This is an optimization exercise on Yosys and OpenROAD, whose aim is small area, not a production implementation.
No functional check of the RTL was part of any run shown here.
Power is estimated from default activity; no workload was simulated.

`flow/run.sh`:
```
#!/bin/bash
# synth_recipe.tcl (not shown) runs the flow's synth.tcl, then flattens the netlist and writes it again
# the make line also repeats each setting of config.mk as NAME=value (left out here)
make -C /OpenROAD-flow-scripts/flow DESIGN_CONFIG=/design/flow/config.mk WORK_HOME=/design/flow/orfs CLKGATE_MAP_FILE= SYNTH_SCRIPT=/design/flow/synth_recipe.tcl finish
```
`flow/config.mk`:
```
export PLATFORM = sky130hd
export DESIGN_NAME = bb_sync
export DESIGN_NICKNAME = bb_sync
export VERILOG_FILES = /design/flow/design.v
export SDC_FILE = /design/flow/constraint.sdc
export NUM_CORES = 4
export LEC_CHECK = 0
export CAP_MARGIN = 20
export CORE_MARGIN = 2
export CORE_UTILIZATION = 40
export SLEW_MARGIN = 20
```
`flow/constraint.sdc`:
```
create_clock -name core_clock -period 8.0 [get_ports {clk}]
set_input_delay 1.6000 -clock core_clock [delete_from_list [all_inputs] [get_ports {clk}]]
set_output_delay 1.6000 -clock core_clock [all_outputs]
set_load 0.01 [all_outputs]
```
`flow/design.v`:
```
module bb_sync (
    input  wire        clk,
    input  wire        rst,           
    input  wire        cmd_valid,
    output wire        cmd_ready,
    input  wire [31:0] cmd_data,
    output wire        kbc_rd,
    output wire        kbc_port,      
    input  wire        kbc_ack,
    input  wire [7:0]  kbc_rdata,
    output wire        rec_valid,
    input  wire        rec_ready,
    output wire [31:0] rec_data
);
    localparam [2:0] S_IDLE = 3'd0;    
    localparam [2:0] S_PASS = 3'd1;    
    localparam [2:0] S_EMIT = 3'd2;
    localparam [2:0] S_POLL = 3'd4;
    localparam [2:0] S_DATA = 3'd5;
    localparam [1:0] R_DISC = 2'b00;
    localparam [1:0] R_KEY  = 2'b01;
    localparam [1:0] R_PKT  = 2'b10;
    localparam [1:0] R_GD   = 2'b11;
    localparam [2:0] G_IDLE     = 3'd0;
    localparam [2:0] G_STROKE_1 = 3'd1;
    localparam [2:0] G_APEX     = 3'd2;
    localparam [2:0] G_STROKE_2 = 3'd3;
    localparam [2:0] G_COMPLETE = 3'd4;
    reg  [2:0]  state;
    reg  [3:0]  ph;                
    reg  [1:0]  sub_r;             
    reg         kbd_pending;       
    reg  [1:0]  mouse_slot;
    reg  [7:0]  mouse_b0;          
    reg  [7:0]  mouse_b1;
    reg  [7:0]  byte_r;            
    reg  [2:0]  gest_state;
    reg  [15:0] x_ring, y_ring;    
    reg         x_zero, y_zero;    
    reg  [15:0] cfg_ring;          
    reg         ch;                
    reg         mouse_queued;      
    reg  [3:0]  poll_cnt;
    reg  [1:0]  rtype;
    reg         key_len2;
    reg         c_x, c_y, c_t, c_g, c_a, c_b, c_c, c_d;    
    wire ph15 = (ph == 4'd15);
    wire in_pass = (state == S_PASS);
    wire commit  = in_pass && ph15;
    assign cmd_ready = commit && !ch;
    assign kbc_rd    = state[2];
    assign kbc_port  = state[0];
    assign rec_valid = (state == S_EMIT);
    wire is_key  = (rtype == R_KEY);
    wire is_pkt  = (rtype == R_PKT);
    wire is_disc = (rtype == R_DISC);
    assign rec_data[31:24] = {5'b10000, is_disc, rtype};
    assign rec_data[23:16] = is_pkt ? byte_r : {6'd0, is_key && key_len2, is_key && !byte_r[7]};
    assign rec_data[15:8]  = is_pkt ? mouse_b1 :
                             is_key ? (key_len2 ? byte_r : 8'h00) :
                             {6'd0, is_disc && byte_r[2] && byte_r[1], is_disc && ch};
    assign rec_data[7:0]   = is_pkt ? {mouse_b0[7:4], 1'b1, mouse_b0[2:0]} :
                             (is_key && key_len2) ? 8'hE0 :
                             (rtype[1] ? 8'h00 : byte_r);
    wire [7:0] opc = cmd_data[31:24];
    wire z23_16 = (cmd_data[23:16] == 8'd0);
    wire z15_8  = (cmd_data[15:8]  == 8'd0);
    wire z7_1   = (cmd_data[7:1]   == 7'd0);
    wire z23_8  = z23_16 && z15_8;
    wire z23_1  = z23_8 && z7_1;
    wire z23_0  = z23_1 && !cmd_data[0];
    wire op_nop        = (opc == 8'h00) && z23_0;
    wire op_sub        = (opc == 8'h01) && z23_1;
    wire op_unsub      = (opc == 8'h02) && z23_1;
    wire op_irq        = (opc == 8'h03) && z23_8;
    wire op_kbd_int    = (opc == 8'h10) && z23_0;
    wire op_kbd_reasm  = (opc == 8'h11) && z23_8;
    wire op_mouse_int  = (opc == 8'h20) && z23_0;
    wire op_mouse_reasm= (opc == 8'h21) && z23_8;
    wire op_gest_step  = (opc == 8'h30) && (cmd_data[5:3] == 3'd0);
    wire op_gest_reset = (opc == 8'h31) && z23_0;
    wire op_gest_cfg   = (opc == 8'h32) && z23_16;
    wire legal = op_nop || op_sub || op_unsub || op_irq || op_kbd_int || op_kbd_reasm ||
                 op_mouse_int || op_mouse_reasm || op_gest_step || op_gest_reset || op_gest_cfg;
    wire       g_act = in_pass && (ch || op_gest_step);    
    wire [7:0] dx_lo = ch ? mouse_b1 : cmd_data[13:6];
    wire [7:0] dy_lo = ch ? byte_r   : cmd_data[22:15];
    wire       dx_sg = ch ? mouse_b0[4] : cmd_data[14];
    wire       dy_sg = ch ? mouse_b0[5] : cmd_data[23];
    wire       dxb = g_act && (ph[3] ? dx_sg : dx_lo[ph[2:0]]);
    wire       dyb = g_act && (ph[3] ? dy_sg : dy_lo[ph[2:0]]);
    wire       tolb = !ph[3] && cfg_ring[8];
    wire       xlb  = !ph[3] && cfg_ring[0];
    wire       xb = x_ring[0] && !x_zero;
    wire       yb = y_ring[0] && !y_zero;
    wire       in_s2 = (gest_state == G_STROKE_2);
    wire sx = xb ^ dxb ^ c_x;                  
    wire sy = yb ^ dyb ^ c_y;                  
    wire xt = xb ^ !in_s2;                     
    wire r_a  = dxb ^ c_a;                     
    wire r_b  = dxb ^ c_b;                     
    wire r_c  = dyb ^ c_c;                     
    wire r_d  = dyb ^ c_d;                     
    wire r_ge = !xb ^ c_g;                     
    wire r_st = yb ^ xb ^ c_t;                 
    wire x_cl = sx;                            
    wire y_cl = sy ^ in_s2;                    
    wire [2:0] g_btn = ch ? mouse_b0[2:0] : cmd_data[2:0];
    wire g_lb = g_btn[0], g_rb = g_btn[1], g_mb = g_btn[2];
    wire left_only  =  g_lb && !g_rb && !g_mb;
    wire right_only = !g_lb &&  g_rb && !g_mb;
    wire released   = !g_lb && !g_rb && !g_mb;
    reg  [2:0] g_next;
    reg        g_keep;
    reg        g_done;
    always @(*) begin
        g_next = gest_state;
        g_keep = 1'b0;
        g_done = 1'b0;
        case (gest_state)
            G_IDLE:
                if (left_only) g_next = G_STROKE_1;
            G_STROKE_1:
                if (left_only) begin
                    if (r_a || r_c) g_next = G_IDLE;
                    else            g_keep = 1'b1;
                end else if (released && r_ge && r_st)
                    g_next = G_APEX;
                else
                    g_next = G_IDLE;
            G_APEX:
                if (g_lb || g_mb || r_a || r_b || r_c || r_d) g_next = G_IDLE;
                else if (g_rb)                               g_next = G_STROKE_2;
            G_STROKE_2:
                if (right_only) begin
                    if (r_a || r_d) g_next = G_IDLE;
                    else            g_keep = 1'b1;
                end else if (released && r_ge && r_st) begin
                    g_next = G_COMPLETE;
                    g_done = 1'b1;
                end else
                    g_next = G_IDLE;
            default: ;
        endcase
    end
    wire g_commit = commit && (ch || op_gest_step);
    always @(posedge clk) begin
        ph <= ph + 4'd1;
        x_ring <= {sx, x_ring[15:1]};
        y_ring <= {sy, y_ring[15:1]};
        c_x <= !ph15 && ((xb & dxb) | (xb & c_x) | (dxb & c_x));
        c_y <= !ph15 && ((yb & dyb) | (yb & c_y) | (dyb & c_y));
        c_t <= !ph15 && ((yb & xt) | (yb & c_t) | (xt & c_t));
        c_g <= !ph15 && ((xlb & !xb) | (xlb & c_g) | (!xb & c_g));
        c_a <= !ph15 && ((dxb & tolb) | (dxb & c_a) | (tolb & c_a));
        c_b <= !ph15 && ((dxb & !tolb) | (dxb & c_b) | (!tolb & c_b));
        c_c <= !ph15 && ((dyb & tolb) | (dyb & c_c) | (tolb & c_c));
        c_d <= !ph15 && ((dyb & !tolb) | (dyb & c_d) | (!tolb & c_d));
        if (ph15) begin
            x_zero <= g_commit ? (!g_keep || x_cl) : 1'b0;
            y_zero <= g_commit ? (!g_keep || y_cl) : 1'b0;
        end
        if (rst)
            cfg_ring <= 16'd0;
        else if (commit && !ch && op_gest_cfg)
            cfg_ring <= cmd_data[15:0];
        else
            cfg_ring <= {cfg_ring[0], cfg_ring[15:1]};
    end
    wire take = commit && !ch;
    wire data_ack = (state == S_DATA) && kbc_ack;
    wire [7:0] byte_in = state[2] ? kbc_rdata : cmd_data[7:0];
    wire do_kreasm = (take && op_kbd_reasm)   || (data_ack && byte_r[2:0] == 3'd0 && !ch);
    wire do_mreasm = (take && op_mouse_reasm) || (data_ack && byte_r[2:0] == 3'd0 && ch);
    wire k_emit = do_kreasm && (byte_in != 8'hE0);
    wire m_sync = do_mreasm && (mouse_slot == 2'd0) && !byte_in[3];
    wire m_pkt  = do_mreasm && (mouse_slot == 2'd2);
    wire [2:0] verdict = kbc_rdata[7] ? 3'd2 :
                         kbc_rdata[6] ? 3'd3 :
                         (kbc_rdata[5] != ch) ? 3'd4 : 3'd0;
    wire poll_obf  = (state == S_POLL) && kbc_ack && kbc_rdata[0];
    wire poll_tmo  = (state == S_POLL) && kbc_ack && !kbc_rdata[0] && (poll_cnt == 4'd9);
    wire data_err  = data_ack && (byte_r[2:0] != 3'd0);
    wire illegal   = take && !legal;
    wire gd        = g_commit && g_done;
    wire emit_now  = k_emit || m_sync || m_pkt || data_err || poll_tmo || illegal || gd;
    wire finish    = (data_ack && !emit_now) ||
                     (state == S_EMIT && rec_ready && !is_pkt) ||
                     (commit && ch && !g_done);
    wire irq_k = cmd_data[0] && sub_r[0];
    wire irq_m = cmd_data[1] && sub_r[1];
    wire start_poll = take && (op_kbd_int || op_mouse_int || (op_irq && (irq_k || irq_m)));
    always @(posedge clk) begin
        if (state == S_POLL) begin
            if (kbc_ack) poll_cnt <= poll_cnt + 4'd1;
        end else
            poll_cnt <= 4'd0;
        if (poll_obf)      byte_r <= {5'd0, verdict};
        else if (poll_tmo) byte_r <= 8'd1;
        else if (m_sync)   byte_r <= 8'd5;
        else if (illegal)  byte_r <= 8'd6;
        else if (k_emit || m_pkt) byte_r <= byte_in;
        if (do_mreasm && mouse_slot == 2'd0) mouse_b0 <= byte_in;
        if (do_mreasm && mouse_slot == 2'd1) mouse_b1 <= byte_in;
        if (k_emit)  key_len2 <= kbd_pending;
        if (k_emit)                                 rtype <= R_KEY;
        else if (m_pkt)                             rtype <= R_PKT;
        else if (gd)                                rtype <= R_GD;
        else if (m_sync || data_err || poll_tmo || illegal) rtype <= R_DISC;
        if (take) begin
            mouse_queued <= op_irq && irq_k && irq_m;
            ch <= op_mouse_int || (op_irq && !irq_k) || (op_mouse_reasm && (m_sync || m_pkt));
        end else if (finish) begin
            mouse_queued <= 1'b0;
            ch <= mouse_queued;
        end
        if (rst) begin
            state       <= S_IDLE;
            ch          <= 1'b0;
            sub_r       <= 2'b00;
            kbd_pending <= 1'b0;
            mouse_slot  <= 2'd0;
            gest_state  <= G_IDLE;
        end else begin
            if (do_kreasm)
                kbd_pending <= (byte_in == 8'hE0);
            if (do_mreasm) begin
                case (mouse_slot)
                    2'd0:    if (byte_in[3]) mouse_slot <= 2'd1;
                    2'd1:    mouse_slot <= 2'd2;
                    default: mouse_slot <= 2'd0;
                endcase
            end
            if (g_commit)
                gest_state <= g_next;
            if (take) begin
                if (op_sub)   sub_r[cmd_data[0]] <= 1'b1;
                if (op_unsub) sub_r[cmd_data[0]] <= 1'b0;
                if (op_gest_reset) gest_state <= G_IDLE;
            end
            case (state)
                S_IDLE:
                    if ((ch || cmd_valid) && ph15) state <= S_PASS;
                S_PASS:
                    if (ph15) begin
                        if (start_poll)    state <= S_POLL;
                        else if (emit_now) state <= S_EMIT;
                        else               state <= S_IDLE;
                    end
                S_POLL:
                    if (poll_obf)      state <= S_DATA;
                    else if (poll_tmo) state <= S_EMIT;
                S_DATA:
                    if (kbc_ack) begin
                        if (emit_now) state <= S_EMIT;
                        else          state <= mouse_queued ? S_POLL : S_IDLE;
                    end
                default:  
                    if (rec_ready) begin
                        if (is_pkt) state <= S_IDLE;       
                        else        state <= mouse_queued ? S_POLL : S_IDLE;
                    end
            endcase
        end
    end
endmodule
```
==> results.cfg, run 1 <==
[sta]
rsz0062_at_grt = false
period_share_pct = 62.8
finalSetupViolations = 0
fmax_mhz = 199
fin_crit_ns = 5.02
fin_tns_setup_ns = 0
worst_slew_pin_slew_ns = 1.09
relSlewSlack_pct = 27.3
finClkSkew_ns = 0.00695
hold_violations = 0
drv_slew = 0

[finish]
stdcell_count = 763
fill_cells = 1215
finalNetCount = 641
area_growth_pct = 22.5
final_common_cell = dfxtp_1
most-common-layout-cells = dfxtp_1, clkdlybuf4s50_1, nor2_1, nand2_1, mux2i_1
diodes = 0
drive_gt1_share_pct = 7.11

[route]
viasPerCell = 5.35
firstDrtPassIters = 4
drcViolationCount = 0
ant_nets = 0
wl_um = 13000
num_vias = 4084
wl_per_cell_um = 17.0
drt_iter0_drc = 201

[worst_setup_path]
worstSetupStartpointType = primary input
crit_path_cell_trace = clkdlybuf4s50_1 > nor4bb_1 > a31oi_1 > nor2_1 > o211ai_1 > inv_1 > ha_1 > nor4b_1 > o21ai_0 > or2_2 > inv_1 > o21ai_0 > o21a_1
crit-reg2reg-launch = ch
slowest_delay_ns = 0.64
cp_max_fo = 9
regToRegSetupSlack_ns = 4.25
crit_path_end_kind = flop
path_class = in -> reg
worstPathArrival_ns = 5.13
cpMaxStageDelayCell = clkdlybuf4s50_1
required_ns = 8.11
r2r_end = y_zero
reg2reg_depth = 13

[synthesis]
yosysWarnings = 1
synthFlopType = dfxtp_1
ys_seq_area_share_pct = 45.6
synth-seq-cells = 105
yosys.area.top_type_share_pct = 32.7
yosysTopAreaCell = dfxtp_1
avgSynthCellArea_um2 = 9.62
yosys-top-cells-area = dfxtp_1, edfxtp_1, mux2i_1
netlist_area_um2 = 5090
synth_edf_count = 22
ys_async_sr_fraction_pct = 0
synthDistinctLibCells = 72
synthCells = 529

[power]
power_per_cell_area_nw_per_um2 = 172
comb_power_share_pct = 7.4
leakage_nw = 2.23
switching_power_mw = 0.234
peakVddDrop_mv = 0.108
seq_power_share_pct = 50.9
power_frac_clock_pct = 41.7
internal_power_mw = 0.840
switching_share_pct = 21.8

[worst_hold_path]
hp-class = reg -> reg
min_from = x_ring[15]
holdPathEnd = x_ring[14]
worst_hold_path.num_cells = 0

[clock_network]
cts_made_buffers = 9
cts_tree = built
hold_buffers = 0
cts.path.max_buffers = 2
cts-root-buf = clkbuf_16
insertion_delay_ns = 0.35
clock_sinks = 105
post_cts_buffers = 0
path_clk_slew_ns = 0.06
htree_num_levels = 3
cts-resized-gates = 0

[global_route]
grt_max_degree = 28
antenna_found_initial = 0
grt_pass1_wl_um = 20400
overflow = 0
grt_usage_pct = 19.6
grt_pass1_vias = 3854

[die]
die-area_um2 = 13600
io_pins = 81
rows = 41
fp.dieH_um = 117
core-area_um2 = 12500
die_w_um = 117
initial_core_util_pct = 40.7

[placed_design]
place_congestion = 0.875
portBuffers = 75
hpwl_um = 9710
dp_cells = 746

[job]
maxCapViolCount = 0

[outcome]
status = no timing/DRC/antenna violations
synth_stat cells (5+ instances only):
master / number
nor2_1: 60
ha_1: 8
mux4_2: 8
nor3b_1: 7
buf_4: 7
nand2_1: 45
nand2b_1: 7
edfxtp_1: 22
a211oi_1: 9
nor4_1: 16
inv_1: 18
nor3_1: 15
clkbuf_1: 22
mux2_2: 6
nor2b_1: 11
or3_1: 5
a21oi_1: 16
and2_1: 10
xor2_1: 6
o21ai_0: 26
dfxtp_1: 83
nand3_1: 8
mux2i_1: 30
per-layer routing:
| metal | global-route usage [%] | wire [µm] | vias up |
|---|---|---|---|
| li1 | - | - | 2007 |
| met1 | 26.4 | 6040 | 1945 |
| met2 | 31.0 | 6050 | 117 |
| met3 | 5.10 | 669 | 15 |
| met4 | 6.04 | 223 | 0 |
| met5 | 0 | 0 | - |
power groups by stage:
stage                     Sequential (mW)  Clock (mW)  Combinational [mW]
after global placement              0.559           0              0.0792
after CTS                           0.547       0.455              0.0792
after floorplan                     0.556           0              0.0413
final                               0.547       0.448              0.0794
after detailed placement            0.559           0              0.0789
after global routing                0.547       0.481              0.0854
flip-flops by register name, indices dropped and copies added (netlist names), 2 cells and up, named ones only:
signal      flops
byte_r          8
cfg_ring       16
gest_state      3
mouse_b0        7
mouse_b1        8
mouse_slot      2
ph              4
poll_cnt        4
rtype           2
state           3
x_ring         16
y_ring         16
worst max-delay path, delay by kind of cell:
kind	cells	cell delay (ns)
buffers and inverters	3	0.85
adders and majority gates	1	0.24
AOI/OAI and AO/OA	5	0.94
and+or+nand+nor	4	1.51
final cells by class:
cell class | instances | area (µm²) | share of cell area [%]
clock buffers | 13 | 293 | 4.70
clock inverters | 3 | 18.8 | 0.301
inverters | 19 | 72.6 | 1.16
multi-input cells | 372 | 2530 | 40.6
flip-flops and latches | 105 | 2320 | 37.3
well taps | 172 | 215 | 3.45
repair buffers | 79 | 778 | 12.5
worst max path at each step:
stage / slack (ns) / endpoint / start
6_report: 2.98 / y_zero / cmd_data[28]
4_1_cts: 2.99 / y_zero / cmd_data[29]
3_3_place_gp: 2.73 / y_zero / cmd_data[29]
5_1_grt: 2.72 / y_zero / cmd_data[29]
2_1_floorplan: 3.59 / y_zero / cmd_data[28]
3_5_place_dp: 2.64 / y_zero / cmd_data[29]
stage by stage:
stage                     setup slack, ns  utilization [%]  total power [mW]  hold WS (ns)  area (µm²)
after floorplan                      3.59                -             0.597         0.310        5100
after global placement               2.73             47.3             0.638         0.312        5920
after detailed placement             2.64             47.3             0.638         0.312        5920
after CTS                            2.99             49.8              1.08         0.327        6230
after global routing                 2.72             49.8              1.11         0.334        6230
final                                2.98             49.8              1.07         0.327        6230
logic make-up after synthesis:
group / Yosys count / synth area share, %
AO/OA/AOI/OAI: 91 / 12.5
flip-flops: 105 / 45.6
other: 2 / 0.148
adder cells (fa/ha/maj): 10 / 2.75
AND/OR/NAND/NOR: 211 / 21.2
multiplexers: 44 / 10.8
XOR/XNOR: 11 / 2.16
buffers and inverters: 55 / 4.82
==> run 2: changes to the inputs <==
--- a/flow/config.mk
+++ b/flow/config.mk
@@ -10,2 +10,3 @@
 export CORE_UTILIZATION = 40
+export CTS_BUF_LIST = sky130_fd_sc_hd__clkbuf_8
 export SLEW_MARGIN = 20
==> run 2 against run 1 <==
  * Still clean on timing, DRC and antenna
  * Critical path depth is the same
  * Core utilization fell by 0.73 points
  * Count of clock-buffer cells in the layout fell by 3
  * Register-to-register slack about the same
  * Combinational power hardly changed
  * Synthesized cell count unchanged
  * Non-clock buffer count stayed put
  * Power down 8.4%
  * Clock power down about 20%
  * Sequential cell count stayed put
  * Largest cell class unchanged
==> results.cfg, run 2 <==
[sta]
finClkSkew_ns = 0.00865
fmax_mhz = 201
relSlewSlack_pct = 26.3
fin_crit_ns = 4.96
worst_slew_pin_slew_ns = 1.10
rsz0062_at_grt = false
setup_ws_ns = 3.04
fin_tns_setup_ns = 0
hold_violations = 0
period_share_pct = 62.0
finalSetupViolations = 0
drv_slew = 0

[route]
wl_um = 12900
wl_per_cell_um = 17.0
ant_nets = 0
drt_iter0_drc = 204
num_vias = 4061
drcViolationCount = 0
viasPerCell = 5.32
firstDrtPassIters = 4

[worst_setup_path]
worstPathArrival_ns = 5.11
cpMaxStageDelayCell = clkdlybuf4s50_1
cp_max_fo = 9
path_class = in -> reg
reg2reg_depth = 13
worstSetupStartpointType = primary input
slowest_delay_ns = 0.64
crit_path_end_kind = flop
crit_path_cell_trace = clkdlybuf4s50_1 > nor4bb_1 > a31oi_1 > nor2_1 > o211ai_1 > inv_1 > ha_1 > nor4b_1 > o21ai_0 > or2_2 > inv_1 > o21ai_0 > o21a_1
required_ns = 8.14

[synthesis]
synthCells = 529
synthDistinctLibCells = 72
yosysWarnings = 1
yosysMostFrequentCell = dfxtp_1
ys_seq_area_share_pct = 45.6
ys_async_sr_fraction_pct = 0
yosys.area.top_type_share_pct = 32.7
synthFlopType = dfxtp_1
yosysTopAreaCell = dfxtp_1
yosys-top-cells-area = dfxtp_1, edfxtp_1, mux2i_1
synthTopCellsByCount = dfxtp_1, nor2_1, nand2_1
synth_edf_count = 22
synth-seq-cells = 105
avgSynthCellArea_um2 = 9.62
netlist_area_um2 = 5090

[global_route]
grt_usage_pct = 19.5
grt_pass1_wl_um = 20300
grt_max_degree = 28
overflow = 0
antenna_found_initial = 0
grt_pass1_vias = 3832

[power]
power_per_cell_area_nw_per_um2 = 160
peakVddDrop_mv = 0.0917
leakage_nw = 2.19

[worst_hold_path]
hp-class = reg -> reg
worst_hold_path.num_cells = 0

[finish]
diodes = 0
most-common-layout-cells = dfxtp_1, clkdlybuf4s50_1, nor2_1, nand2_1, mux2i_1
finalNetCount = 641
area_growth_pct = 20.7
final_common_cell = dfxtp_1
drive_gt1_share_pct = 7.11
fill_cells = 1225
reg_top3 = cfg_ring (16), x_ring (16), y_ring (16)

[clock_network]
insertion_delay_ns = 0.38
post_cts_buffers = 0
cts-root-buf = clkbuf_8
cts_made_buffers = 9
cts.path.max_buffers = 2
hold_buffers = 0
clock_sinks = 105
htree_num_levels = 3
cts-resized-gates = 0
cts_tree = built
path_clk_slew_ns = 0.09

[outcome]
status = no timing/DRC/antenna violations

[die]
fp.dieH_um = 117
io_pins = 81
core-area_um2 = 12500
rows = 41
die_w_um = 117
initial_core_util_pct = 40.7
die-area_um2 = 13600

[placed_design]
place_congestion = 0.875
hpwl_um = 9710
post-place-ws_ns = 2.64
portBuffers = 75

[job]
maxCapViolCount = 0
[run 2: through the flow]
step	utilization (%)	hold WS, ns	total power, mW	instance area (µm²)	instances
global route	49.1	0.341	1.02	6140	763
floorplan	-	0.310	0.597	5100	532
global placement	47.3	0.312	0.638	5920	746
finish	49.1	0.333	0.983	6140	763
detailed placement	47.3	0.312	0.638	5920	746
CTS	49.0	0.333	0.990	6140	762
[run 2: power breakdown]
part	total [mW]	internal (mW)	leakage, nW	switching (mW)
sequential	0.546	0.542	0.877	0.00425
combinational	0.0795	0.0403	1.19	0.0391
clock	0.358	0.183	0.117	0.174
total	0.983	0.766	2.19	0.218
[run 2: cell type report]
cell class | count | area [µm²] | area share, %
Clock buffer | 10 | 138 | 2.24
Multi-Input combinational cell | 372 | 2530 | 41.2
Timing Repair Buffer | 79 | 778 | 12.7
Sequential cell | 105 | 2320 | 37.8
Tap cell | 172 | 215 | 3.50
Clock inverter | 6 | 82.6 | 1.34
Inverter | 19 | 72.6 | 1.18
[run 2: logic make-up after synthesis]
group,synth area share [%]
muxes,10.8
and+or+nand+nor,21.2
buffers and inverters,4.82
xor gates and xnor gates,2.16
other,0.148
adders and majority gates,2.75
DFF,45.6
AOI/OAI and AO/OA,12.5
[run 2: worst paths after layout]
kind                endpoint    startpoint  slack (ns)
setup reg to reg      y_zero            ch        4.25
setup / recovery      y_zero  cmd_data[28]        3.04
hold reg to reg   x_ring[14]    x_ring[15]        0.33
hold / removal    x_ring[14]    x_ring[15]        0.33
[run 2: critical path: cells and delay by family]
| kind | cells | cell delay, ns |
|---|---|---|
| and+or+nand+nor | 4 | 1.49 |
| AOI/OAI and AO/OA | 5 | 0.93 |
| buffers and inverters | 3 | 0.84 |
| adders and majority gates | 1 | 0.24 |
[run 2: routing by layer]
metal | routed length, µm | vias to the layer above | global-route usage (%)
li1 | - | 2002 | -
met3 | 708 | 15 | 5.10
met5 | 0 | - | 0
met1 | 5940 | 1914 | 26.4
met4 | 220 | 0 | 5.57
met2 | 6070 | 130 | 30.9
==> run 3: changes to the inputs <==
==> flow/flow/run.sh (new file) <==
#!/bin/bash
# Standard layout, with the smallest buffer on the ports.
set -euo pipefail
export BUFFER_PORTS_ARGS="-buffer_cell sky130_fd_sc_hd__buf_1"
bash standard.sh > standard.log 2>&1
==> flow/standard.sh (new file) <==
#!/bin/bash
# synth_recipe.tcl (not shown) runs the flow's synth.tcl, then flattens the netlist and writes it again
# the make line also repeats each setting of config.mk as NAME=value (left out here)
make -C /OpenROAD-flow-scripts/flow DESIGN_CONFIG=/design/flow/config.mk WORK_HOME=/design/flow/orfs CLKGATE_MAP_FILE= SYNTH_SCRIPT=/design/flow/synth_recipe.tcl "${@:-finish}"
--- a/flow/config.mk
+++ b/flow/config.mk
@@ -10,3 +10,2 @@
 export CORE_UTILIZATION = 40
-export CTS_BUF_LIST = sky130_fd_sc_hd__clkbuf_8
 export SLEW_MARGIN = 20
removed: flow/run.sh
==> run 3 against run 2 <==
  * Final cell count unchanged
  * Sequential share of layout area up 2.7 points
  * Count of clock-buffer cells in the layout grew 1
  * First-iteration DRC count rose by 23%
  * Sequential power barely moved
  * Core utilization fell by 3.3 points
  * Combinational power down about 20%
  * Fmax grew 7.9%
  * Worst setup slack improved by 0.36 ns
  * Global-route usage down 0.40 points
  * Cell area decreased by 6.6%
  * Critical path type unchanged
  * Critical endpoint unchanged
  * Largest cell class unchanged
  * Largest power group unchanged
==> results.cfg, run 3 <==
[placed_design]
place_congestion = 0.873
portBuffers = 75
hpwl_um = 9400
dpl_cell_area_um2 = 5450

[finish]
drive_gt1_share_pct = 7.11
design_area_um2 = 5730
utilization_pct = 45.8
final_common_cell = dfxtp_1
area_growth_pct = 12.7
most-common-layout-cells = dfxtp_1, buf_1, nor2_1, nand2_1, mux2i_1
reg_top3 = cfg_ring (16), x_ring (16), y_ring (16)
finalNetCount = 641
diodes = 0

[worst_setup_path]
slowest_delay_ns = 0.63
path_delay_family = simple AND/OR/NAND/NOR gates
worstPathArrival_ns = 4.71
crit_buf_inv = 3
cp.depth = 13
cp_max_fo = 7
required_ns = 8.11
worstSetupStartpointType = primary input
crit_path_cell_trace = buf_1 > nor4bb_1 > a31oi_1 > nor2_1 > o211ai_1 > inv_1 > ha_1 > nor4b_1 > o21ai_0 > or2_2 > inv_1 > o21ai_0 > o21a_1
reg2reg_depth = 12
path_class = in -> reg
cpMaxStageDelayCell = nor4bb_1
crit_path_end_kind = flop

[synthesis]
yosys-top-cells-area = dfxtp_1, edfxtp_1, mux2i_1
yosysWarnings = 1
synthTopCellsByCount = dfxtp_1, nor2_1, nand2_1
netlist_area_um2 = 5090
synthFlopType = dfxtp_1
yosys.area.top_type_share_pct = 32.7
ys_seq_area_share_pct = 45.6
avgSynthCellArea_um2 = 9.62
synth-seq-cells = 105
yosysMostFrequentCell = dfxtp_1
synthDistinctLibCells = 72
synth_edf_count = 22
ys_async_sr_fraction_pct = 0
yosysTopAreaCell = dfxtp_1
synthCells = 529

[clock_network]
cts.path.max_buffers = 2
cts-root-buf = clkbuf_16
hold_buffers = 0
clock_sinks = 105
cts_made_buffers = 9
path_clk_slew_ns = 0.07
insertion_delay_ns = 0.35
htree_num_levels = 3
post_cts_buffers = 0
cts-resized-gates = 0
cts_tree = built

[power]
peakVddDrop_mv = 0.0780
power_per_cell_area_nw_per_um2 = 179
leakage_nw = 2.01

[sta]
fin_tns_setup_ns = 0
hold_violations = 0
worst_slew_pin_slew_ns = 1.02
finClkSkew_ns = 0.0111
drv_slew = 0
period_share_pct = 57.5
rsz0062_at_grt = false
fmax_mhz = 217
fin_crit_ns = 4.60
finalSetupViolations = 0
relSlewSlack_pct = 32.0

[global_route]
grt_max_degree = 28
grt_usage_pct = 19.1
antenna_found_initial = 0
grt_pass1_wl_um = 19800
grt_pass1_vias = 3771
overflow = 0

[die]
core-area_um2 = 12500
fp.dieH_um = 117
io_pins = 81
initial_core_util_pct = 40.7
die_w_um = 117
die-area_um2 = 13600
rows = 41

[route]
num_vias = 4017
wl_um = 12400
viasPerCell = 5.26
firstDrtPassIters = 4
ant_nets = 0
drt_iter0_drc = 250
drcViolationCount = 0
wl_per_cell_um = 16.3

[outcome]
status = no timing/DRC/antenna violations

[worst_hold_path]
worst_hold_path.num_cells = 0
hp-class = reg -> reg

[job]
maxCapViolCount = 0
-- run 3: cell counts after synthesis --
No cell type changed its count.
-- run 3: layout make-up --
cell class	count	area, µm²
Fill cell	1289	6780
Multi-Input combinational cell	372	2530
Sequential cell	105	2320
Timing Repair Buffer	79	312
Clock buffer	11	243
Tap cell	172	215
Inverter	19	72.6
Clock inverter	5	36.3
-- run 3: power by group --
part           switching (mW)  internal [mW]
Sequential            0.00402          0.542
Clock                   0.197          0.222
Combinational          0.0394         0.0242
-- run 3: final timing paths --
path	startpoint	endpoint	slack, ns
worst max-delay path	cmd_data[29]	y_zero	3.40
worst min register to register	x_ring[3]	x_ring[2]	0.33
worst min-delay path	x_ring[3]	x_ring[2]	0.33
worst max register to register	ph[0]	y_zero	4.34
-- run 3: through the flow --
step	power, mW	std cells	worst slack [ns]	hold WS [ns]
final	1.03	763	3.40	0.328
after floorplan	0.597	532	3.59	0.310
after global routing	1.06	763	2.96	0.334
after CTS	1.04	763	3.36	0.331
after detailed placement	0.622	747	2.97	0.313
after global placement	0.621	747	3.15	0.314
-- run 3: kinds of logic (layout without fill, tap and decap cells) --
group	Yosys count	count (layout)	share of synthesized area (%)
simple gates	211	211	21.2
flops	105	105	45.6
compound gates	91	91	12.5
buf+inv	55	114	4.82
mux	44	44	10.8
xor+xnor	11	11	2.16
fa+ha+maj	10	10	2.75
other cells	2	5	0.148
-- run 3: per-layer routing --
layer | part of all wire, % | GRT usage, % | routed length, µm | vias to the layer above
met3 | 5.4 | 3.71 | 671 | 17
met2 | 49 | 31.3 | 6110 | 107
li1 | - | - | - | 2007
met1 | 43 | 24.9 | 5400 | 1886
met5 | 0 | 0 | 0 | -
met4 | 2.0 | 7.53 | 250 | 0
==> run 4: changes to the inputs <==
--- a/flow/design.v
+++ b/flow/design.v
@@ -45,3 +45,3 @@
     reg         key_len2;
-    reg         c_x, c_y, c_t, c_g, c_a, c_b, c_c, c_d;    
+    reg         c_x, c_y, c_ax, c_ay;    
     wire ph15 = (ph == 4'd15);
@@ -49,3 +49,3 @@
     wire commit  = in_pass && ph15;
-    assign cmd_ready = commit && !ch;
+    assign cmd_ready = commit && cmdp;
     assign kbc_rd    = state[2];
@@ -84,3 +84,10 @@
                  op_mouse_int || op_mouse_reasm || op_gest_step || op_gest_reset || op_gest_cfg;
-    wire       g_act = in_pass && (ch || op_gest_step);    
+    wire [2:0] g_btn = ch ? mouse_b0[2:0] : cmd_data[2:0];
+    wire g_lb = g_btn[0], g_rb = g_btn[1], g_mb = g_btn[2];
+    wire left_only  =  g_lb && !g_rb && !g_mb;
+    wire right_only = !g_lb &&  g_rb && !g_mb;
+    wire released   = !g_lb && !g_rb && !g_mb;
+    wire       cmdp  = !ch && !mouse_queued;       
+    wire       g_act = in_pass && (ch || (cmdp && op_gest_step));
+    wire       rel   = g_act && released;
     wire [7:0] dx_lo = ch ? mouse_b1 : cmd_data[13:6];
@@ -96,18 +103,18 @@
     wire       in_s2 = (gest_state == G_STROKE_2);
-    wire sx = xb ^ dxb ^ c_x;                  
-    wire sy = yb ^ dyb ^ c_y;                  
-    wire xt = xb ^ !in_s2;                     
-    wire r_a  = dxb ^ c_a;                     
-    wire r_b  = dxb ^ c_b;                     
-    wire r_c  = dyb ^ c_c;                     
-    wire r_d  = dyb ^ c_d;                     
-    wire r_ge = !xb ^ c_g;                     
-    wire r_st = yb ^ xb ^ c_t;                 
+    wire xa = xb ^ rel;
+    wire xo = rel ? xlb : dxb;
+    wire sx = xa ^ xo ^ c_x;
+    wire yo = rel ? (xb ^ !in_s2) : dyb;
+    wire sy = yb ^ yo ^ c_y;
+    wire tx = tolb ^ !dx_sg;
+    wire ty = tolb ^ !dy_sg;
+    wire r_ax = c_ax ^ dx_sg;                  
+    wire r_ay = c_ay ^ dy_sg;                  
+    wire r_a  = r_ax && dx_sg;                 
+    wire r_c  = r_ay && dy_sg;                 
+    wire r_d  = r_ay && !dy_sg;                
+    wire r_ge = sx;                            
+    wire r_st = !(sy ^ in_s2);                 
     wire x_cl = sx;                            
     wire y_cl = sy ^ in_s2;                    
-    wire [2:0] g_btn = ch ? mouse_b0[2:0] : cmd_data[2:0];
-    wire g_lb = g_btn[0], g_rb = g_btn[1], g_mb = g_btn[2];
-    wire left_only  =  g_lb && !g_rb && !g_mb;
-    wire right_only = !g_lb &&  g_rb && !g_mb;
-    wire released   = !g_lb && !g_rb && !g_mb;
     reg  [2:0] g_next;
@@ -131,4 +138,4 @@
             G_APEX:
-                if (g_lb || g_mb || r_a || r_b || r_c || r_d) g_next = G_IDLE;
-                else if (g_rb)                               g_next = G_STROKE_2;
+                if (g_lb || g_mb || r_ax || r_ay) g_next = G_IDLE;
+                else if (g_rb)                   g_next = G_STROKE_2;
             G_STROKE_2:
@@ -145,15 +152,14 @@
     end
-    wire g_commit = commit && (ch || op_gest_step);
+    wire g_commit = commit && (ch || (cmdp && op_gest_step));
+    wire cfg_load = in_pass && cmdp && op_gest_cfg;
+    wire cfg_in   = (in_pass && mouse_queued) ? 1'b0 : cfg_load ? cmd_data[ph] : cfg_ring[0];
     always @(posedge clk) begin
         ph <= ph + 4'd1;
-        x_ring <= {sx, x_ring[15:1]};
-        y_ring <= {sy, y_ring[15:1]};
-        c_x <= !ph15 && ((xb & dxb) | (xb & c_x) | (dxb & c_x));
-        c_y <= !ph15 && ((yb & dyb) | (yb & c_y) | (dyb & c_y));
-        c_t <= !ph15 && ((yb & xt) | (yb & c_t) | (xt & c_t));
-        c_g <= !ph15 && ((xlb & !xb) | (xlb & c_g) | (!xb & c_g));
-        c_a <= !ph15 && ((dxb & tolb) | (dxb & c_a) | (tolb & c_a));
-        c_b <= !ph15 && ((dxb & !tolb) | (dxb & c_b) | (!tolb & c_b));
-        c_c <= !ph15 && ((dyb & tolb) | (dyb & c_c) | (tolb & c_c));
-        c_d <= !ph15 && ((dyb & !tolb) | (dyb & c_d) | (!tolb & c_d));
+        x_ring   <= {sx, x_ring[15:1]};
+        y_ring   <= {sy, y_ring[15:1]};
+        cfg_ring <= {cfg_in, cfg_ring[15:1]};
+        c_x  <= !ph15 && ((xa & xo) | (xa & c_x) | (xo & c_x));
+        c_y  <= !ph15 && ((yb & yo) | (yb & c_y) | (yo & c_y));
+        c_ax <= !ph15 && ((dxb & tx) | (dxb & c_ax) | (tx & c_ax));
+        c_ay <= !ph15 && ((dyb & ty) | (dyb & c_ay) | (ty & c_ay));
         if (ph15) begin
@@ -162,10 +168,4 @@
         end
-        if (rst)
-            cfg_ring <= 16'd0;
-        else if (commit && !ch && op_gest_cfg)
-            cfg_ring <= cmd_data[15:0];
-        else
-            cfg_ring <= {cfg_ring[0], cfg_ring[15:1]};
     end
-    wire take = commit && !ch;
+    wire take = commit && cmdp;
     wire data_ack = (state == S_DATA) && kbc_ack;
@@ -215,3 +215,4 @@
             ch <= mouse_queued;
-        end
+        end else if (commit)
+            mouse_queued <= 1'b0;        
         if (rst) begin
@@ -219,2 +220,3 @@
             ch          <= 1'b0;
+            mouse_queued <= 1'b1;
             sub_r       <= 2'b00;
@@ -242,3 +244,3 @@
                 S_IDLE:
-                    if ((ch || cmd_valid) && ph15) state <= S_PASS;
+                    if ((ch || cmd_valid || mouse_queued) && ph15) state <= S_PASS;
                 S_PASS:
==> flow/run.sh (new file) <==
#!/bin/bash
# synth_recipe.tcl (not shown) runs the flow's synth.tcl, then flattens the netlist and writes it again
# the make line also repeats each setting of config.mk as NAME=value (left out here)
make -C /OpenROAD-flow-scripts/flow DESIGN_CONFIG=/design/flow/config.mk WORK_HOME=/design/flow/orfs CLKGATE_MAP_FILE= SYNTH_SCRIPT=/design/flow/synth_recipe.tcl finish
--- a/flow/config.mk
+++ b/flow/config.mk
@@ -7,2 +7,3 @@
 export LEC_CHECK = 0
+export ABC_AREA = 1
 export CAP_MARGIN = 20
@@ -10,2 +11,3 @@
 export CORE_UTILIZATION = 40
+export CTS_BUF_LIST = sky130_fd_sc_hd__clkbuf_8
 export SLEW_MARGIN = 20
removed: flow/flow/run.sh
removed: flow/standard.sh
==> run 4 against run 3 <==
  * Wire length grew 7.5%
  * Combinational power grew to 4.0 times the previous value
  * Still clean
  * Power grew 13%
  * Final cell count grew 12%
  * Count of clock-buffer cells in the layout shrank 2
  * Worst setup slack lost 0.40 ns
  * Worst hold slack lost 0.00087 ns
  * Largest cell class unchanged
==> results.cfg, run 4 <==
[worst_setup_path]
r2r_end = ch
worstPathArrival_ns = 3.40
crit-reg2reg-launch = ch
worstSetupStartpointType = flop
required_ns = 6.40
regToRegSetupSlack_ns = 3.71
crit_path_end_kind = primary output
crit_buf_inv = 3
cp_common_cell = inv_1
cp-startpoint = rtype[1]
crit_path_cell_trace = inv_1 > nor2_1 > inv_1 > o21ai_0 > clkdlybuf4s50_1
cpMaxStageDelayCell = dfxtp_1
reg2reg_depth = 20
path_delay_family = buffers and inverters
path_class = reg -> out
slowest_delay_ns = 0.68
cp_max_fo = 16

[route]
firstDrtPassIters = 5
num_vias = 4359
drt_iter0_drc = 297
wl_um = 13400
drcViolationCount = 0
viasPerCell = 5.11
ant_nets = 0
wl_per_cell_um = 15.7

[global_route]
antenna_found_initial = 0
grt_pass1_vias = 4220
grt_pass1_wl_um = 21800
grt_usage_pct = 21.3
overflow = 0
grt_max_degree = 25

[finish]
utilization_pct = 49.8
final_common_cell = nand2_1
area_growth_pct = 21.6
diodes = 0
finalNetCount = 754
reg_top3 = cfg_ring (16), x_ring (16), y_ring (16)
drive_gt1_share_pct = 7.51
most-common-layout-cells = nand2_1, inv_1, dfxtp_1, nor2_1, clkdlybuf4s50_1
fill_cells = 1218

[synthesis]
synthCells = 630
synth-seq-cells = 101
yosysMostFrequentCell = nand2_1
yosysTopAreaCell = dfxtp_1
yosysWarnings = 1
synth_edf_count = 21
netlist_area_um2 = 4920
yosys-top-cells-area = dfxtp_1, edfxtp_1, nand2_1
ys_async_sr_fraction_pct = 0
avgSynthCellArea_um2 = 7.81
synthFlopType = dfxtp_1
synthDistinctLibCells = 52
yosys.area.top_type_share_pct = 32.5
ys_seq_area_share_pct = 45.4
synthTopCellsByCount = nand2_1, inv_1, dfxtp_1

[sta]
worst_slew_pin_slew_ns = 0.892
finalSetupViolations = 0
drv_slew = 0
finClkSkew_ns = 0.0121
rsz0062_at_grt = false
hold_violations = 0
period_share_pct = 62.5
fin_tns_setup_ns = 0
relSlewSlack_pct = 40.4
fin_crit_ns = 5.00
fmax_mhz = 200

[die]
initial_core_util_pct = 41.0
rows = 40
io_pins = 81
die_w_um = 115
fp.dieH_um = 115
die-area_um2 = 13200
core-area_um2 = 12000

[job]
maxCapViolCount = 0

[clock_network]
insertion_delay_ns = 0.39
cts_made_buffers = 9
cts-root-buf = clkbuf_8
cts.path.max_buffers = 2
cts_tree = built
clock_sinks = 101
cts-resized-gates = 0
htree_num_levels = 3
hold_buffers = 0
path_clk_slew_ns = 0.11
post_cts_buffers = 0

[power]
power_per_cell_area_nw_per_um2 = 193
peakVddDrop_mv = 0.130
leakage_nw = 2.44

[placed_design]
hpwl_um = 10400
place_congestion = 0.903
portBuffers = 75

[worst_hold_path]
min_from = cfg_ring[4]
hp-class = reg -> reg
worst_hold_path.num_cells = 0
holdPathEnd = cfg_ring[3]

[outcome]
status = no timing/DRC/antenna violations
## run 4: cell count changes in the layout (fill, tap and decap cells not counted), sizes merged, moves of 13 or more
| cell | before | now |
|---|---|---|
| nand3 | 8 | 39 |
| buf | 79 | 0 |
| mux2i | 30 | 2 |
| o21ai | 26 | 40 |
| clkdlybuf4s50 | 0 | 75 |
| inv | 21 | 91 |
| nand4 | 2 | 15 |
| a21oi | 16 | 30 |
| nand2 | 45 | 126 |
| nor2 | 61 | 87 |
| nor4 | 16 | 1 |
## run 4: report_power, final
group,internal [mW],switching (mW)
clock network,0.153,0.192
registers,0.536,0.0196
logic,0.119,0.138
total,0.807,0.350
## run 4: cell families (layout without fill, tap and decap cells)
family	Yosys count	count (layout)	share of synthesized area, %
buf+inv	107	180	8.87
flops	101	101	45.4
xor+xnor	9	9	1.60
other cells	2	5	0.153
mux	2	2	0.407
fa+ha+maj	8	8	2.34
simple gates	290	290	27.4
compound gates	111	111	13.9
## run 4: metrics by stage
| step | hold WS, ns | cell area, µm² | cells | setup slack, ns | power, mW |
|---|---|---|---|---|---|
| 2_1_floorplan | 0.310 | 4930 | 633 | 3.84 | 0.691 |
| 3_3_place_gp | 0.310 | 5760 | 837 | 2.95 | 0.821 |
| 3_5_place_dp | 0.313 | 5760 | 837 | 2.82 | 0.820 |
| 4_1_cts | 0.329 | 5980 | 853 | 3.04 | 1.17 |
| 5_1_grt | 0.336 | 5980 | 853 | 2.77 | 1.21 |
| 6_report | 0.327 | 5980 | 853 | 3.00 | 1.16 |
## run 4: area by class of cell
cell class | instances | area, µm² | area share [%]
Clock inverter | 7 | 95.1 | 1.59
Timing Repair Buffer | 75 | 751 | 12.5
Multi-Input combinational cell | 425 | 2260 | 37.8
Sequential cell | 101 | 2230 | 37.3
Inverter | 89 | 334 | 5.58
Clock buffer | 9 | 124 | 2.07
Tap cell | 147 | 184 | 3.07
## run 4: layer usage
metal	vias to the layer above	routed length [µm]	part of all wire (%)	GRT usage, %
met4	0	223	1.7	6.91
met5	-	0	0	0
li1	2211	-	-	-
met2	107	6430	48	34.9
met3	16	536	4.0	4.16
met1	2025	6180	46	28.2
## run 4: worst max path at each step
stage / end / slack, ns / cells after the start
finish: rec_data[16] / 3.00 / 5
global route: ch / 2.77 / 23
CTS: rec_data[16] / 3.04 / 5
detailed placement: ch / 2.82 / 21
global placement: ch / 2.95 / 21
floorplan: rtype[1] / 3.84 / 20
==> run 5: changes to the inputs <==
==> flow/flow/run.sh (new file) <==
#!/bin/bash
# Standard layout (standard.sh), with the smallest buffer on the ports and
# power recovery (downsizing of gates off the critical paths) after global routing.
set -euo pipefail
export BUFFER_PORTS_ARGS="-buffer_cell sky130_fd_sc_hd__buf_1"
export RECOVER_POWER=100
bash standard.sh > standard.log 2>&1
==> flow/standard.sh (new file) <==
#!/bin/bash
# synth_recipe.tcl (not shown) runs the flow's synth.tcl, then flattens the netlist and writes it again
# the make line also repeats each setting of config.mk as NAME=value (left out here)
make -C /OpenROAD-flow-scripts/flow DESIGN_CONFIG=/design/flow/config.mk WORK_HOME=/design/flow/orfs CLKGATE_MAP_FILE= SYNTH_SCRIPT=/design/flow/synth_recipe.tcl "${@:-finish}"
removed: flow/run.sh
==> run 5 against run 4 <==
  * Still clean on timing, DRC and antenna
  * Sequential share of layout area is 3.8 points higher
  * Fmax increased by 9.0%
  * Worst setup slack gained 0.41 ns
  * Count of clock-buffer cells in the layout unchanged
  * Sequential power about the same
  * Synthesized cell count stayed put
  * Worst hold slack improved by 0.0031 ns
  * Wire length is 2.9% lower
  * Combinational power is 24% lower
  * Die area did not move
  * Largest cell class is now flip-flops and latches
==> results.cfg, run 5 <==
[synthesis]
netlist_area_um2 = 4920
yosys.area.top_type_share_pct = 32.5
avgSynthCellArea_um2 = 7.81
ys_seq_area_share_pct = 45.4
yosys.area_share.xor_xnor_pct = 1.60
yosysTopAreaCell = dfxtp_1
synth_edf_count = 21
yosysMostFrequentCell = nand2_1
synth-compound-area-share_pct = 13.9
synthCells = 630
synth-seq-cells = 101
synth_fa_ha_area_share_pct = 2.34
ys_async_sr_fraction_pct = 0
synthFlopType = dfxtp_1
yosys-top-cells-area = dfxtp_1, edfxtp_1, nand2_1
synth-simple-area-share_pct = 27.4
synthMuxAreaShare_pct = 0.407
yosysWarnings = 1
synthDistinctLibCells = 52
synth_top_family_by_area = simple AND/OR/NAND/NOR gates
synthTopCellsByCount = nand2_1, inv_1, dfxtp_1

[clock_network]
hold_buffers = 0
clock_sinks = 101
cts_tree = built
cts-resized-gates = 0
cts-root-buf = clkbuf_8
post_cts_buffers = 0
path_clk_slew_ns = 0.09
cts.path.max_buffers = 2
htree_num_levels = 3
cts_made_buffers = 9
insertion_delay_ns = 0.37

[sta]
relSlewSlack_pct = 41.1
drv_slew = 0
worst_slew_pin_slew_ns = 0.882
rsz0062_at_grt = false
whs_ns = 0.330
setup_ws_ns = 3.41
period_share_pct = 57.4
finalSetupViolations = 0
finClkSkew_ns = 0.00972
fmax_mhz = 218
fin_crit_ns = 4.59
hold_violations = 0
fin_tns_setup_ns = 0

[finish]
drive_gt1_share_pct = 5.38
diodes = 0
final_common_cell = nand2_1
utilization_pct = 45.2
reg_top3 = cfg_ring (16), x_ring (16), y_ring (16)
area_growth_pct = 10.2
most-common-layout-cells = nand2_1, inv_1, nor2_1, dfxtp_1, buf_1
finalNetCount = 754

[die]
die-area_um2 = 13200
rows = 40
die_w_um = 115
fp.dieH_um = 115
initial_core_util_pct = 41.0
io_pins = 81
core-area_um2 = 12000

[worst_setup_path]
cp_max_fo = 4
path_class = in -> reg
cpMaxStageDelayCell = fa_1
worstSetupStartpointType = primary input
crit_path_cell_trace = buf_1 > inv_1 > nor3_1 > nand3_1 > nand2_1 > nand2_1 > nor3_1 > nand2_1 > o211ai_1 > fa_1 > inv_1 > xor2_1 > nand3_1 > nor2_1 > nand2_1 > nand2_1 > nor2_1 > nand4_2 > nand3_1 > nand2_1 > inv_1 > nor2_1
cp_common_cell = nand2_1
slowest_delay_ns = 0.45
crit_path_end_kind = flop
required_ns = 8.31
worstPathArrival_ns = 4.90

[route]
num_vias = 4452
wl_per_cell_um = 15.2
viasPerCell = 5.22
firstDrtPassIters = 5
wl_um = 13000
ant_nets = 0
drt_iter0_drc = 299
drcViolationCount = 0

[global_route]
grt_pass1_wl_um = 20800
grt_max_degree = 25
grt_pass1_vias = 4143
antenna_found_initial = 0
overflow = 0
grt_usage_pct = 20.2

[outcome]
status = no timing/DRC/antenna violations

[worst_hold_path]
hp-class = reg -> reg

[job]
maxCapViolCount = 0

[placed_design]
hpwl_um = 10100
post-place-ws_ns = 3.23
place_congestion = 0.958
portBuffers = 75

[power]
leakage_nw = 2.21
power_per_cell_area_nw_per_um2 = 198
total_power_mw = 1.08
peakVddDrop_mv = 0.116
run 5: cell types whose count changed in the layout (fill, tap and decap cells not counted), sizes merged:
cell	change
clkbuf	+2
clkdlybuf4s50	-75
clkinvlp	+1
clkinv	-3
buf	+73
inv	+2
run 5: layer usage:
layer | wire length, µm | track usage [%] | vias up
met4 | 170 | 5.86 | 0
li1 | - | - | 2196
met2 | 6230 | 33.5 | 139
met1 | 5770 | 26.5 | 2103
met5 | 0 | 0 | -
met3 | 805 | 4.59 | 14
run 5: cells by family after synthesis:
| family | count (synthesis) |
|---|---|
| simple gates | 290 |
| compound gates | 111 |
| buf+inv | 107 |
| flops | 101 |
| xor+xnor | 9 |
| fa+ha+maj | 8 |
| other cells | 2 |
| mux | 2 |
run 5: critical path: cells and delay by family:
family	cells	cell delay [ns]
AND/OR/NAND/NOR	15	2.15
adder cells (fa/ha/maj)	1	0.45
buffers and inverters	4	0.33
AO/OA/AOI/OAI	1	0.13
XOR/XNOR	1	0.24
run 5: per-stage QoR:
stage                     instance area, µm²  instances
after CTS                               5500        853
after global placement                  5300        837
final                                   5420        853
after global routing                    5420        853
after detailed placement                5300        837
after floorplan                         4930        633
run 5: power by group:
part	leakage [nW]	internal, mW	switching [mW]	total, mW
Clock	0.101	0.148	0.180	0.328
Combinational	1.28	0.0612	0.134	0.195
Sequential	0.836	0.535	0.0179	0.553
run 5: area by class of cell:
| cell class | instances | area [µm²] |
|---|---|---|
| fillers | 1261 | 6590 |
| flip-flops and latches | 101 | 2230 |
| multi-input cells | 425 | 2190 |
| inverters | 89 | 334 |
| repair buffers | 75 | 282 |
| well taps | 147 | 184 |
| clock buffers | 9 | 124 |
| clock inverters | 7 | 77.6 |
run 5: final timing paths:
check | cells after the start | endpoint | from | slack [ns]
min | 0 | x_ring[8] | x_ring[9] | 0.33
max | 22 | ch | cmd_data[29] | 3.41
max reg2reg | 19 | state[1] | ch | 3.71
min reg2reg | 0 | x_ring[8] | x_ring[9] | 0.33

afterwards: timing with drivers on the ports:
The results above use ideal ports. As a check the final layouts listed here were re-extracted and re-timed, cells and wires unchanged. Step 1: set_driving_cell puts a clkbuf_16 on clk and a buf_2 on each other input, an assumption about the parent block. Step 2 moves the port delays by t, midway between the first and last clock arrival at a register: inputs arrive t later, outputs are due t later. That takes back most of the time a late clock gives input paths. a / b / c = ideal / step 1 / step 2; a / b = the first two.
run | t (ns) | setup WS [ns] | worst hold slack (ns) | worst setup path after step 2
run 1 | 0.390 | 2.976 / 2.989 / 2.599 | 0.327 / 0.327 / 0.327 | input to register
run 2 | 0.412 | 3.037 / 3.044 / 2.632 | 0.333 / 0.333 / 0.333 | input to register
run 3 | 0.390 | 3.399 / 3.417 / 3.027 | 0.328 / 0.328 / 0.328 | input to register
run 4 | 0.419 | 3.000 / 2.963 / 2.752 | 0.327 / 0.327 / 0.327 | input to register
run 5 | 0.400 | 3.411 / 3.418 / 3.018 | 0.330 / 0.330 / 0.330 | input to register
After both steps setup and hold are still met in every run listed. The setup slack of run 2, which loses most, moves by +0.007 ns with the drivers and by -0.405 ns with both steps.
